From an optimization exercise on the open Yosys and OpenROAD flow, aimed at small area, a short achievable clock period and few clock cycles per item; shortcuts taken in it are not production practice. The RTL was checked by simulation tests, not by an equivalence proof against the original design. Power figures rest on the tool's default switching activity, not on a simulated workload.

==> design.v <==
module bcta_rdmux(input [255:0] b, input [7:0] sel, output reg [31:0] w);
    integer j;
    always @(*) begin
        w = 32'd0;
        for (j = 0; j < 8; j = j + 1) w = w | (b[32*j +: 32] & {32{sel[j]}});
    end
endmodule
module bcta_rot(input [31:0] xin, input [4:0] s, output [31:0] xo);
    reg  [31:0] xr; integer r;
    always @(*) for (r = 0; r < 32; r = r + 1) xr[r] = xin[31 - r];
    wire [31:0] x1 = s[0] ? {xr[30:0], xr[31]}    : xr;
    wire [31:0] x2 = s[1] ? {x1[29:0], x1[31:30]} : x1;
    wire [31:0] x3 = s[2] ? {x2[27:0], x2[31:28]} : x2;
    wire [31:0] x4 = s[3] ? {x3[23:0], x3[31:24]} : x3;
    assign xo = s[4] ? {x4[15:0], x4[31:16]} : x4;
endmodule
module bcta_merge(input [4:0] kl, input [5:0] a, input q0odd, input clr, input rd,
                  input [31:0] we, input [31:0] wo, input [31:0] xo, input [31:0] pay,
                  output [31:0] new_e, output [31:0] new_o, output [31:0] xin);
    wire [4:0] lb_e = q0odd ? 5'd0 : kl;
    wire [4:0] lb_o = q0odd ? kl : 5'd0;
    wire [5:0] ub_f = a[5] ? 6'd32 : a;
    wire [5:0] ub_s = a[5] ? {1'b0, a[4:0]} : 6'd0;
    wire [5:0] ub_e = q0odd ? ub_s : ub_f;
    wire [5:0] ub_o = q0odd ? ub_f : ub_s;
    reg [31:0] w_e, w_o;
    integer r;
    always @(*) begin
        for (r = 0; r < 32; r = r + 1) begin
            w_e[r] = (r >= lb_e) && (r < ub_e);
            w_o[r] = (r >= lb_o) && (r < ub_o);
        end
    end
    assign xin = rd ? (w_e & we | w_o & wo) : pay;
    assign new_e = (w_e & xo | ~w_e & we) & ~{32{clr}};
    assign new_o = (w_o & xo | ~w_o & wo) & ~{32{clr}};
endmodule
module bcta_dec(input [63:0] cmd, output [10:0] cls, output t, output bad, output ill, output fit,
                output [5:0] n, output [31:0] pay);
    wire [7:0]  op  = cmd[63:56];
    wire [7:0]  mdf = cmd[55:48];
    wire [15:0] rsv = cmd[47:32];
    wire [31:0] arg = cmd[31:0];
    wire        tsel = mdf[0];
    wire rsv_zero = (rsv == 16'd0);
    wire arg_zero = (arg == 32'd0);
    wire fmt_n_ok = rsv_zero && (mdf[7:5] == 3'd0);
    wire fmt_t_ok = rsv_zero && (mdf[7:1] == 7'd0);
    wire fmt_z_ok = rsv_zero && (mdf == 8'd0);
    wire is_rd  = (op == 8'h01) && fmt_n_ok && arg_zero;
    wire is_wr  = (op == 8'h02) && fmt_n_ok;
    wire is_sk  = (op == 8'h03) && fmt_z_ok;
    wire is_pos = (op == 8'h04) && fmt_z_ok && arg_zero;
    wire is_len = (op == 8'h05) && fmt_z_ok && arg_zero;
    wire is_clr = (op == 8'h06) && fmt_z_ok && arg_zero;
    wire is_enc = (op == 8'h10) && fmt_t_ok;
    wire is_dec = (op == 8'h11) && fmt_t_ok;
    wire is_lcl = (op == 8'h12) && fmt_z_ok && arg_zero;
    wire is_lad = (op == 8'h13) && fmt_t_ok;
    wire is_lgt = (op == 8'h14) && fmt_t_ok && arg_zero;
    wire legal  = is_rd | is_wr | is_sk | is_pos | is_len | is_clr |
                  is_enc | is_dec | is_lcl | is_lad | is_lgt;
    wire hi7_zero = (arg[31:7] == 25'd0);
    wire enc_ok0  = hi7_zero && (arg[6] ^ arg[5]);
    wire enc_ok1  = (arg[31:4] == 28'd3);
    wire enc_ok   = tsel ? enc_ok1 : enc_ok0;
    wire sk_fits = (arg[31:11] == 21'd0) || (arg[31:11] == 21'h1FFFFF);
    assign cls = {is_rd, is_wr, is_sk, is_pos, is_len, is_clr, is_enc, is_dec, is_lcl, is_lad, is_lgt};
    assign t = tsel;
    assign bad = !legal || ((is_enc || is_lad) && !enc_ok);
    assign ill = !legal;
    assign fit = sk_fits;
    assign n = {1'b0, mdf[4:0]} + 6'd1;
    assign pay = arg;
endmodule
module bcta (
    input  wire        clk,
    input  wire        rst,
    input  wire        cmd_valid,
    output wire        cmd_ready,
    input  wire [63:0] cmd,
    output wire        rsp_valid,
    input  wire        rsp_ready,
    output wire [39:0] rsp
);
    wire [10:0] cls; wire t_i, bad_i, ill_i, fit_i; wire [5:0] n_i; wire [31:0] pay_i;
    bcta_dec u_dec(.cmd(cmd), .cls(cls), .t(t_i), .bad(bad_i), .ill(ill_i), .fit(fit_i), .n(n_i), .pay(pay_i));
    reg        v0;
    reg        r_rd, r_wr, r_sk, r_pos, r_len, r_clr, r_enc, r_dec, r_lcl, r_lad, r_lgt;
    reg        r_t, r_bad, r_ill, r_fit;
    reg [5:0]  r_n;
    reg [5:0]  r_a;
    reg [31:0] r_pay;
    reg [255:0] bank_e, bank_o;
    reg [6:0]   len;
    reg [9:0]   cursor;
    reg [9:0]   room;        
    reg [6:0]   acc;
    reg [7:0]   oh_e, oh_o;
    reg         nonempty, full, rp, wp;
    reg [34:0]  slot_a, slot_b;
    wire exec = v0 & ~full;
    wire pop  = nonempty & rsp_ready;
    assign cmd_ready = ~v0 | ~full;
    assign rsp_valid = nonempty;
    assign rsp       = {5'd0, rp ? slot_b : slot_a};
    wire [5:0]  n   = r_n;
    wire [4:0]  kl  = cursor[4:0];
    wire [3:0]  q0  = cursor[8:5];
    wire [5:0]  a   = r_a;
    wire [9:0]  e   = {cursor[9:5] + {4'd0, a[5]}, a[4:0]};   
    wire [4:0]  s   = a[4:0];
    wire [9:0]  l8  = {len, 3'b000};
    wire        beyond = {4'd0, n} > room;             
    wire        ovf    = cursor[9] | (&cursor[8:5] & a[5] & (a[4:0] != 5'd0));   
    wire [6:0]  wr_len = beyond ? e[9:3] + {6'd0, e[2:0] != 3'd0} : len;
    wire [31:0] we, wo, xo, xin, new_e, new_o;
    wire clr_all;
    bcta_rdmux u_re(.b(bank_e), .sel(oh_e), .w(we));
    bcta_rdmux u_ro(.b(bank_o), .sel(oh_o), .w(wo));
    bcta_rot u_rot(.xin(xin), .s(s), .xo(xo));
    bcta_merge u_m(.kl(kl), .a(a), .q0odd(q0[0]), .clr(clr_all), .rd(r_rd), .we(we), .wo(wo),
                   .xo(xo), .pay(r_pay), .new_e(new_e), .new_o(new_o), .xin(xin));
    integer j, k;
    assign clr_all = rst | (exec & r_clr & ~r_bad);
    wire wr_do = exec & r_wr & ~ovf;
    wire [5:0] i7 = {r_pay[6], r_pay[4:0]};
    wire [3:0] i5 = r_pay[3:0];
    wire [6:0] enc_code = r_t ? {2'b00, i5[0], i5[1], i5[2], i5[3], ~^i5}
                              : {i7[0], i7[1], i7[2], i7[3], i7[4], i7[5], ~^i7};
    wire hi7_zero = (r_pay[31:7] == 25'd0);
    wire dec_ok0  = hi7_zero && (^r_pay[6:0]);
    wire dec_ok1  = hi7_zero && (r_pay[6:5] == 2'd0) && (^r_pay[4:0]);
    wire [7:0] dec_char = r_t ? (dec_ok1 ? {4'h3, r_pay[1], r_pay[2], r_pay[3], r_pay[4]} : 8'h7E)
                              : (dec_ok0 ? (8'h20 + {2'b00, r_pay[1], r_pay[2], r_pay[3], r_pay[4], r_pay[5], r_pay[6]}) : 8'h7E);
    wire [11:0] sk_d = r_fit ? r_pay[11:0] : {r_pay[31], {11{~r_pay[31]}}};
    wire signed [12:0] sk_sum = $signed({3'd0, cursor}) + $signed({sk_d[11], sk_d});
    wire signed [12:0] rm_sum = $signed({3'd0, room}) - $signed({sk_d[11], sk_d});
    wire [9:0] sk_cur  = sk_sum[12] ? 10'd0 : rm_sum[12] ? l8    : sk_sum[9:0];
    wire [9:0] sk_room = sk_sum[12] ? l8    : rm_sum[12] ? 10'd0 : rm_sum[9:0];
    reg [9:0] cur_n, room_n;
    always @(*) begin
        cur_n  = cursor;
        room_n = room;
        if (exec && !r_bad) begin
            if (r_rd && !beyond) begin
                cur_n  = e;
                room_n = room - {4'd0, n};
            end
            if (r_wr && !ovf) begin
                cur_n  = e;
                room_n = beyond ? {7'd0, -e[2:0]} : room - {4'd0, n};
            end
            if (r_sk) begin
                cur_n  = sk_cur;
                room_n = sk_room;
            end
            if (r_clr) begin
                cur_n  = 10'd0;
                room_n = 10'd0;
            end
        end
    end
    reg [7:0] oh_e_n, oh_o_n;
    always @(*) begin
        for (j = 0; j < 8; j = j + 1) begin
            oh_e_n[j] = (cur_n[9:5] == 2 * j) || (cur_n[9:5] == 2 * j - 1);
            oh_o_n[j] = (cur_n[9:5] == 2 * j) || (cur_n[9:5] == 2 * j + 1);
        end
    end
    wire [6:0] lrc_word = r_t ? {2'b00, acc[4:1], ^acc[4:1]} : {acc[6:1], ^acc[6:1]};
    wire rd_ok = r_rd & ~r_bad & ~beyond;
    reg [2:0]  st;
    reg [31:0] oth;
    always @(*) begin
        st  = 3'd0;
        oth = 32'd0;
        if (r_bad)              st = r_ill ? 3'd4 : 3'd2;
        else if (r_rd & beyond) st = 3'd1;
        else if (r_wr & ovf)    st = 3'd3;
        if (!r_bad) begin
            if (r_pos) oth = {22'd0, cursor};
            if (r_len) oth = {25'd0, len};
            if (r_enc) oth = {25'd0, enc_code};
            if (r_dec) oth = {24'd0, dec_char};
            if (r_lgt) oth = {25'd0, lrc_word};
        end
    end
    wire [31:0] dat = (xo & {32{rd_ok}}) | oth;
    always @(posedge clk) begin
        if (cmd_ready) begin
            {r_rd, r_wr, r_sk, r_pos, r_len, r_clr, r_enc, r_dec, r_lcl, r_lad, r_lgt} <= cls;
            r_t <= t_i; r_bad <= bad_i; r_ill <= ill_i; r_fit <= fit_i; r_n <= n_i; r_pay <= pay_i;
        end
        r_a <= {1'b0, rst ? 5'd0 : cur_n[4:0]} + (cmd_ready ? n_i : r_n);
    end
    always @(posedge clk) begin
        for (k = 0; k < 8; k = k + 1) begin
            if (clr_all || (wr_do && oh_e[k])) bank_e[32*k +: 32] <= new_e;
            if (clr_all || (wr_do && oh_o[k])) bank_o[32*k +: 32] <= new_o;
        end
    end
    always @(posedge clk) begin
        if (rst) begin
            v0 <= 1'b0; nonempty <= 1'b0; full <= 1'b0; rp <= 1'b0; wp <= 1'b0;
            len <= 7'd0; cursor <= 10'd0; room <= 10'd0; oh_e <= 8'd1; oh_o <= 8'd1; acc <= 7'd0;
        end else begin
            if (cmd_ready) v0 <= cmd_valid;
            cursor <= cur_n; room <= room_n; oh_e <= oh_e_n; oh_o <= oh_o_n;
            if (exec && !r_bad) begin
                if (r_wr && !ovf) len <= wr_len;
                if (r_clr)        len <= 7'd0;
                if (r_lcl) acc <= 7'd0;
                if (r_lad) acc <= acc ^ enc_code;
            end
            if (exec) wp <= ~wp;
            if (pop)  rp <= ~rp;
            if (exec && !pop) begin
                nonempty <= 1'b1;
                full     <= nonempty;
            end else if (pop && !exec) begin
                nonempty <= full;
                full     <= 1'b0;
            end
        end
    end
    always @(posedge clk) begin
        if (exec && !wp) slot_a <= {st, dat};
        if (exec &&  wp) slot_b <= {st, dat};
    end
endmodule
==> flow/run.sh <==
#!/bin/bash
set -euo pipefail
bash standard.sh SETUP_SLACK_MARGIN=6.0 'BUFFER_PORTS_ARGS=-buffer_cell sky130_fd_sc_hd__buf_2' finish > standard.log 2>&1
==> standard.sh <==
#!/bin/bash
# synth_recipe.tcl (not shown) runs the flow's synth.tcl, then flattens the netlist and writes it again
# the make line also repeats each setting of config.mk as NAME=value (left out here)
make -C /OpenROAD-flow-scripts/flow DESIGN_CONFIG=/design/flow/config.mk WORK_HOME=/design/flow/orfs CLKGATE_MAP_FILE= SYNTH_SCRIPT=/design/flow/synth_recipe.tcl "${@:-finish}"
==> config.mk <==
export PLATFORM = sky130hd
export DESIGN_NAME = bcta
export DESIGN_NICKNAME = bcta
export VERILOG_FILES = /design/flow/design.v
export SDC_FILE = /design/flow/constraint.sdc
export NUM_CORES = 4
export LEC_CHECK = 0
export CAP_MARGIN = 20
export CORE_MARGIN = 2
export CORE_UTILIZATION = 75
export CTS_BUF_LIST = sky130_fd_sc_hd__clkbuf_8
export CTS_CLUSTER_DIAMETER = 45
export CTS_CLUSTER_SIZE = 16
export SLEW_MARGIN = 20
export SYNTH_HIERARCHICAL = 1
==> constraint.sdc <==
create_clock -name core_clock -period 10.0 [get_ports {clk}]
set_input_delay 2.0000 -clock core_clock [delete_from_list [all_inputs] [get_ports {clk}]]
set_output_delay 2.0000 -clock core_clock [all_outputs]
set_load 0.01 [all_outputs]
==> results of run 1 <==
==> cells by family (layout without fill, tap and decap cells) <==
family                   count (synthesis)  count (layout)  share of synthesized area, %
multiplexers                           221             221                          9.28
AO/OA/AOI/OAI                          653             653                          14.0
XOR/XNOR                                52              52                          1.35
AND/OR/NAND/NOR                        640             640                          9.46
buffers and inverters                  252             370                          4.06
flip-flops                             695             695                          60.0
adder cells (fa/ha/maj)                 46              46                          1.78
other                                    1               5                        0.0111
==> per-stage QoR <==
step           hold slack, ps  std cells
2_1_floorplan             436       2564
3_3_place_gp              446       3106
3_5_place_dp              467       3107
4_1_cts                   479       3254
5_1_grt                   515       3274
6_report                  504       3274
==> worst max-delay path: cells and delay by family (launching register included) <==
kind	cells	cell delay [ps]
DFF	1	390
and+or+nand+nor	3	1220
buffers and inverters	1	190
muxes	3	870
AOI/OAI and AO/OA	4	1550
==> state kept, by name, summed over array words and instances, names as in the netlist, 6 cells and up <==
| register | count |
|---|---|
| acc | 6 |
| bank_e | 256 |
| bank_o | 256 |
| cursor | 10 |
| len | 7 |
| oh_e | 8 |
| oh_o | 8 |
| r_a | 6 |
| r_n | 6 |
| r_pay | 32 |
| room | 10 |
| slot_a | 35 |
| slot_b | 35 |
==> synth_stat cells, drive strengths merged (45+ instances only) <==
master,number
a21oi,96
nand4,74
mux4,64
mux2,76
buf,141
inv,45
dfxtp,66
a22oi,287
nor2,215
edfxtp,629
mux2i,81
o21ai,62
clkbuf,66
nand2,114
==> per-module statistics from Yosys, one instance, submodules excluded <==
module,times used,flip-flops and latches
bcta_rdmux,2,0
bcta_rot,1,0
bcta_merge,1,0
bcta,1,695
bcta_dec,1,0
==> worst max-delay path by stage <==
stage,start,to
floorplan,r_fit,r_a[4]
global placement,r_a[4],bank_e[104]
detailed placement,r_a[4],bank_e[200]
CTS,r_a[2],bank_e[138]
global route,cursor[5],bank_e[234]
finish,cursor[5],bank_e[234]
==> layer usage <==
metal	global-route usage, %	wire [um]	vias to the layer above
met5	0	18	-
met4	24.7	8360	2
met3	14.1	17600	580
met2	71.1	48700	2601
met1	60.3	34900	12256
li1	-	-	10268
==> timing repair <==
action	CTS	global route
buffers inserted	38	18
setup endpoints to repair	651	606
pin swaps	26	40
endpoints found under the hold margin	0	0
gates cloned	3	1
resized for setup	255	145
==> power breakdown <==
group	total, mW	switching [mW]	internal [mW]
sequential	3.49	0.0812	3.40
combinational	0.934	0.596	0.338
clock	1.81	1.02	0.785
total	6.23	1.70	4.53
==> cell usage in the layout (no fill, tap or decap), drive strengths merged, types with 10 or more instances in the layout <==
| cell type | instances |
|---|---|
| inv | 67 |
| mux2 | 76 |
| a211oi | 26 |
| nand2 | 114 |
| xor2 | 15 |
| o31ai | 10 |
| xnor2 | 37 |
| or3 | 10 |
| o22ai | 11 |
| and2 | 34 |
| o21a | 13 |
| buf | 215 |
| a31oi | 14 |
| nor2 | 215 |
| nand4 | 74 |
| a21oi | 96 |
| nand3 | 39 |
| edfxtp | 629 |
| o21ai | 62 |
| dfxtp | 66 |
| nor4 | 23 |
| o32ai | 14 |
| ha | 40 |
| clkbuf | 66 |
| clkinv | 10 |
| a221oi | 15 |
| mux2i | 81 |
| nand2b | 19 |
| nor3 | 43 |
| a21o | 27 |
| nor2b | 17 |
| mux4 | 64 |
| a22oi | 287 |
| and3 | 11 |
==> layout make-up <==
type / count / area, um2 / share of cell area, %
clock buffer: 64 / 881 / 2.32
clock inverter: 42 / 464 / 1.22
inverter: 45 / 174 / 0.459
multi-input combinational: 1617 / 13700 / 36.3
sequential: 695 / 20200 / 53.4
tap: 592 / 741 / 1.95
timing repair buffer: 219 / 1670 / 4.42
==> reports/metrics.csv, run 1 <==
stage,metric,value,unit
timing,clock_skew,54.8,ps
setup_path,slowest_stage,nand2_1,
yosys,synth_edf_count,629,
global_route,grt_pass1_wl,158,mm
finish,layout.nets,2751,
finish,drive_above_1_share,27.0,%
timing,worst_pin_slew,1060,ps
placed_design,place_ws,4770,ps
yosys,synth_top_cell_area_share,56.1,%
floorplanning,start_util,76.1,%
clock_network,postCtsHoldBufs,0,
finish,fillers,2005,
global_route,antenna_found_initial,1,
yosys,synth_top_cell_by_area,edfxtp_1,
global_route,grt.overflow.total,0,
setup_path,r2r-start,cursor[5],
clock_network,cts.root.buffer_cell,clkbuf_8,
floorplanning,core_area,44200,um2
placed_design,finalWeightedCongestion,1.09,
floorplanning,fp.dieH,216,um
yosys,yosysWarningCount,10,
floorplanning,row_count,77,
timing,slew_violations,0,
timing,period_minus_slack,4490,ps
global_route,grt_pass1_vias,24533,
setup_path,crit_path_max_incr_delay,550,ps
setup_path,arrival,4980,ps
clock_network,clk_pin_slew,100,ps
yosys,ys_types,100,
worst_hold_path,hp-start,room[0],
clock_network,insertion_delay,750,ps
timing,hold_viol_final,0,
worst_hold_path,holdPathEnd,room[0],
finish,antenna_cells,0,
clock_network,numCtsBuffers,61,
yosys,synth_ff_type,edfxtp_1,
detailed_routing,antenna_left,0,
clock_network,h-tree-depth,2,
timing,fmax,223,MHz
timing,setup_violations,0,
timing,timing.final.ws_setup,5510,ps
placed_design,dpl_cell_area,34200,um2
detailed_routing,drtPass1Iterations,8,
placed_design,hpwl,69.5,mm
power_and_ir_drop,vdd.ir_drop.worst,0.259,mV
yosys,synth_cells,2560,
setup_path,crit_path_start_kind,flip-flop,
setup_path,rr_worst_depth,11,
finish,syn_to_final_growth,12.6,%
detailed_routing,detail_route.wl_per_cell,33.4,um
clock_network,cts_tree,done,
yosys,ys_seq_area_share,60.0,%
global_route,grt_max_degree,69,
floorplanning,ios,110,
yosys,synthesis.area,33700,um2
yosys,yosys-top-cells-area,"edfxtp_1 (56%), a22oi_1 (6.4%), mux4_2 (4.1%), dfxtp_1 (3.9%), mux2_2 (2.5%)",
power_and_ir_drop,power.density,164,nW/um2
global_route,gr-usage-all-layers,46.4,%
setup_path,cp-end-kind,flip-flop,
setup_path,critPathMaxFanout,41,
setup_path,crit_type,reg -> reg,
detailed_routing,drtIter0Drc,4324,
detailed_routing,viasPerCell,7.85,
detailed_routing,drc,0,
detailed_routing,vias,25707,
floorplanning,die_area,46600,um2
setup_path,path_cells,buf_12 -> nand2_1 -> a211oi_1 -> a211oi_1 -> nand2_1 -> a31oi_1 -> mux4_2 -> mux4_2 -> mux2_2 -> or4b_1 -> a21oi_4,
timing,fin_crit_sh,44.9,%
flow_run,drv_cap,0,
setup_path,required,10490,ps
yosys,synth_seq_cells,695,
setup_path,r2r_end,bank_e[234],
power_and_ir_drop,total_power,6.23,mW
clock_network,cts_sinks,695,
power_and_ir_drop,p_leak,13.2,nW
worst_hold_path,min_path_cells,2,
status,outcome,"complete, no violations",
detailed_routing,totalWireLength,109,mm
yosys,synth.avg_cell_area,13.1,um2
clock_network,clockBufferDepth,3,
timing,tns,0,ps
floorplanning,die_w,216,um
placed_design,port_buffers,104,
setup_path,r2r_setup_slack,5510,ps
yosys,synth-async-reset-ratio,0,%
finish,fin_util,85.7,%
timing,rsz0062_at_grt,true,
finish,finalInstanceArea,37900,um2
timing,max_slew_margin,29.5,%
worst_hold_path,hold_class,reg -> reg,
Testbench counts, summed over its fixed seeds: cycles 15,421, items 15,405.
==> inputs of run 2 (changes only) <==
==> flow/run.sh (replaced) <==
#!/bin/bash
set -euo pipefail
bash standard.sh SETUP_SLACK_MARGIN=6.1 'BUFFER_PORTS_ARGS=-buffer_cell sky130_fd_sc_hd__buf_2' finish > standard.log 2>&1
--- a/config.mk
+++ b/config.mk
@@ -7,7 +7,7 @@
 export LEC_CHECK = 0
 export CAP_MARGIN = 20
 export CORE_MARGIN = 2
-export CORE_UTILIZATION = 75
+export CORE_UTILIZATION = 65
 export CTS_BUF_LIST = sky130_fd_sc_hd__clkbuf_8
 export CTS_CLUSTER_DIAMETER = 45
 export CTS_CLUSTER_SIZE = 16
==> reports/metrics.csv, run 2 <==
stage,metric,value,unit,change
finish,finalInstanceArea,39400,um2,was 37900 um2
floorplanning,die_area,53600,um2,was 46600 um2
clock_network,clockBufferDepth,3,,unchanged
timing,clock_skew,29.8,ps,was 54.8 ps
placed_design,finalWeightedCongestion,1.01,,was 1.09
yosys,synth_xor_area_share,1.35,%,unchanged
timing,period_minus_slack,4080,ps,was 4490 ps
floorplanning,row_count,83,,was 77
detailed_routing,drtPass1Iterations,6,,was 8
timing,fin_crit_sh,40.8,%,was 44.9%
global_route,gr-usage-all-layers,39.1,%,was 46.4%
setup_path,crit_path_start_kind,flip-flop,,unchanged
floorplanning,ios,110,,unchanged
yosys,synth_top_cell_area_share,56.1,%,unchanged
timing,tns,0,ps,unchanged
clock_network,insertion_delay,700,ps,was 750 ps
power_and_ir_drop,power.density,162,nW/um2,was 164 nW/um2
status,outcome,"complete, no violations",,unchanged
yosys,muxShareOfSynthArea,9.28,%,unchanged
power_and_ir_drop,total_power,6.38,mW,was 6.23 mW
clock_network,cts.root.buffer_cell,clkbuf_8,,unchanged
placed_design,port_buffers,104,,unchanged
finish,mostFrequentLayoutCells,"edfxtp_1 (629), a22oi_1 (269), nor2_1 (145), nand2_1 (110), buf_2 (104)",,"was edfxtp_1 (629), a22oi_1 (271), nor2_1 (158), nand2_1 (112), buf_2 (104)"
setup_path,cp.depth,11,,unchanged
yosys,synth_most_common_cell,edfxtp_1,,unchanged
yosys,synth_cells,2560,,unchanged
placed_design,dpl_cell_area,34300,um2,was 34200 um2
yosys,yosysWarningCount,10,,unchanged
power_and_ir_drop,vdd.ir_drop.worst,0.138,mV,was 0.259 mV
setup_path,cp-end-kind,flip-flop,,unchanged
setup_path,arrival,4490,ps,was 4980 ps
detailed_routing,drtIter0Drc,3629,,was 4324
timing,fmax,245,MHz,was 223 MHz
detailed_routing,viasPerCell,7.25,,was 7.85
detailed_routing,detail_route.wl_per_cell,31.1,um,was 33.4 um
global_route,antenna_found_initial,0,,was 1
setup_path,path_buf_inv,1,,unchanged
setup_path,required,10410,ps,was 10490 ps
global_route,grt_max_degree,63,,was 69
yosys,synth_seq_cells,695,,unchanged
timing,worst_pin_slew,1020,ps,was 1060 ps
yosys,ys_seq_area_share,60.0,%,unchanged
detailed_routing,totalWireLength,106,mm,was 109 mm
setup_path,critPathMaxFanout,26,,was 41
clock_network,postCtsHoldBufs,0,,unchanged
setup_path,path_cells,buf_8 -> nand2_1 -> o22a_1 -> mux2_2 -> nand2_1 -> a31oi_1 -> mux4_2 -> mux4_2 -> mux2_4 -> a32oi_4 -> o41ai_4,,was buf_12 -> nand2_1 -> a211oi_1 -> a211oi_1 -> nand2_1 -> a31oi_1 -> mux4_2 -> mux4_2 -> mux2_2 -> or4b_1 -> a21oi_4
setup_path,slowest_stage,mux4_2,,was nand2_1
floorplanning,fp.dieH,232,um,was 216 um
floorplanning,core_area,51300,um2,was 44200 um2
yosys,synthesis.area,33700,um2,unchanged
clock_network,cts_tree,done,,unchanged
clock_network,clk_pin_slew,90,ps,was 100 ps
timing,max_slew_margin,31.7,%,was 29.5%
finish,syn_to_final_growth,17.0,%,was 12.6%
setup_path,crit_type,reg -> reg,,unchanged
floorplanning,die_w,232,um,was 216 um
power_and_ir_drop,p_leak,13.6,nW,was 13.2 nW
finish,layout_commonest_cell,edfxtp_1,,unchanged
finish,fin_util,76.8,%,was 85.7%
detailed_routing,vias,24753,,was 25707
finish,final_cell_count_no_fill,3416,,was 3274
clock_network,cts_sinks,695,,unchanged
yosys,synth_edf_count,629,,unchanged
yosys,synthSimpleGateAreaFrac,9.46,%,unchanged
yosys,synth_fa_ha_area_share,1.78,%,unchanged
global_route,grt_pass1_vias,23270,,was 24533
setup_path,crit_path_max_incr_delay,620,ps,was 550 ps
yosys,synth-async-reset-ratio,0,%,unchanged
global_route,grt_pass1_wl,152,mm,was 158 mm
clock_network,h-tree-depth,3,,was 2
yosys,yosys-top-cells-area,"edfxtp_1 (56%), a22oi_1 (6.4%), mux4_2 (4.1%), dfxtp_1 (3.9%), mux2_2 (2.5%)",,unchanged
timing,slew_violations,0,,unchanged
finish,drive_above_1_share,30.2,%,was 27.0%
placed_design,hpwl,66.7,mm,was 69.5 mm
yosys,synth_top_cell_by_area,edfxtp_1,,unchanged
worst_hold_path,min_path_cells,2,,unchanged
timing,hold_viol_final,0,,unchanged
finish,reg.largest.list,"bank_e (256), bank_o (256)",,unchanged
flow_run,drv_cap,0,,unchanged
worst_hold_path,hold_class,reg -> reg,,unchanged
yosys,synth_common_cells,"edfxtp_1 (629), a22oi_1 (287), nor2_1 (215), nand2_1 (114), a21oi_1 (96)",,unchanged
yosys,synth_compound_area_share,14.0,%,unchanged
yosys,ys_types,100,,unchanged
setup_path,rr_worst_depth,11,,unchanged
detailed_routing,antenna_left,0,,unchanged
timing,setup_violations,0,,unchanged
yosys,synth_ff_type,edfxtp_1,,unchanged
yosys,synth.avg_cell_area,13.1,um2,unchanged
detailed_routing,drc,0,,unchanged
timing,rsz0062_at_grt,true,,unchanged
clock_network,numCtsBuffers,73,,was 61
finish,fillers,3117,,was 2005
placed_design,dp.cells,3194,,was 3107
global_route,grt.overflow.total,0,,unchanged
floorplanning,start_util,65.6,%,was 76.1%
finish,layout.nets,2798,,was 2751
yosys,synth_top_family_by_area,compound AO/OA/AOI/OAI gates,,unchanged
setup_path,crit_family,multiplexers,,was compound AO/OA/AOI/OAI gates
run 2: changes by cell type in the layout (fill, tap and decap cells not counted), moves of 11 or more:
cell,previous run,this run
nor2_4,12,47
buf_12,5,16
nor2_2,45,23
buf_4,81,93
nor2_1,158,145
mux2i_4,37,54
run 2: Yosys stat by module (local to each module, per instance):
module	cells	flip-flops and latches	cell area [um2]	copies in the design
bcta_rdmux	184	0	1320	2
bcta_dec	131	0	881	1
bcta_merge	529	0	3350	1
bcta	1416	695	24800	1
bcta_rot	116	0	1950	1
run 2: worst paths after layout:
path / start / end / slack [ps]
min reg2reg: room[0] / room[0] / 470
max: cursor[3] / slot_b[0] / 5920
min: room[0] / room[0] / 470
max reg2reg: cursor[3] / slot_b[0] / 5920
run 2: logic make-up (layout without fill, tap and decap cells):
group	after synthesis	count (layout)
xor gates and xnor gates	52	52
muxes	221	221
other	1	6
buffers and inverters	252	423
AOI/OAI and AO/OA	653	653
adders and majority gates	46	46
DFF	695	695
and+or+nand+nor	640	640
run 2: what timing repair did:
| action | in CTS | in global routing |
|---|---|---|
| pin swaps | 33 | 47 |
| endpoints found under the setup margin | 642 | 590 |
| buffers inserted | 48 | 34 |
| gates resized for setup | 372 | 176 |
| cloned | 8 | 6 |
run 2: metal layers:
layer	part of all wire, %	track usage, %	vias up
li1	-	-	10362
met1	37	54.1	12150
met2	45	59.2	1861
met3	12	8.66	380
met4	6.0	19.0	0
met5	0	0	-
run 2: report_power, final:
part | internal (mW) | switching [mW] | total, mW
sequential | 3.40 | 0.0689 | 3.47
clock | 0.823 | 1.08 | 1.91
combinational | 0.384 | 0.618 | 1.00
run 2: per-stage QoR:
step	setup slack [ps]	hold WS [ps]
2_1_floorplan	6040	436
3_3_place_gp	4770	443
3_5_place_dp	4670	459
4_1_cts	6050	470
5_1_grt	5870	504
6_report	5920	475
run 2: final cells by class:
type	count	area [um2]	area share, %
well taps	680	851	2.16
flip-flops and latches	695	20200	51.4
multi-input cells	1617	14300	36.2
diodes	1	2.50	0.00635
clock buffers	73	1000	2.55
repair buffers	254	2330	5.91
inverters	45	190	0.483
clock inverters	51	499	1.27
run 2: worst min-delay path, cell delays in order (launching register included):
cell,delay (ps)
dfxtp_1,320
nand2_1,50
a21oi_1,60

port drivers added, routing unchanged:
No port has a modelled driver above. Below, the same layouts with a new extraction and two added sets of constraints.
Step 1 sets driving cells, clkbuf_16 on the clock port and buf_2 on the other inputs (assumed; they add their load-dependent delay and slew).
Step 2 also shifts input and output timing later by t, the mid clock arrival at the registers, as if the neighbouring blocks saw the same clock.
Slacks: no drivers / after step 1 / after step 2; pairs: no drivers / after step 1.
run	t, ns	setup slack, ns	hold slack, ns	worst setup path after step 2	worst register clock-pin slew, ns
run 1	0.785	5.515 / 5.515 / 5.365	0.504 / 0.504 / 0.504	input to register	0.11 / 0.11
run 2	0.743	5.919 / 5.919 / 5.336	0.475 / 0.475 / 0.475	input to register	0.10 / 0.10
After both steps every run listed still meets setup and hold. The setup slack of run 2, which loses most, moves by 0.000 ns with the drivers and by -0.583 ns with both steps.
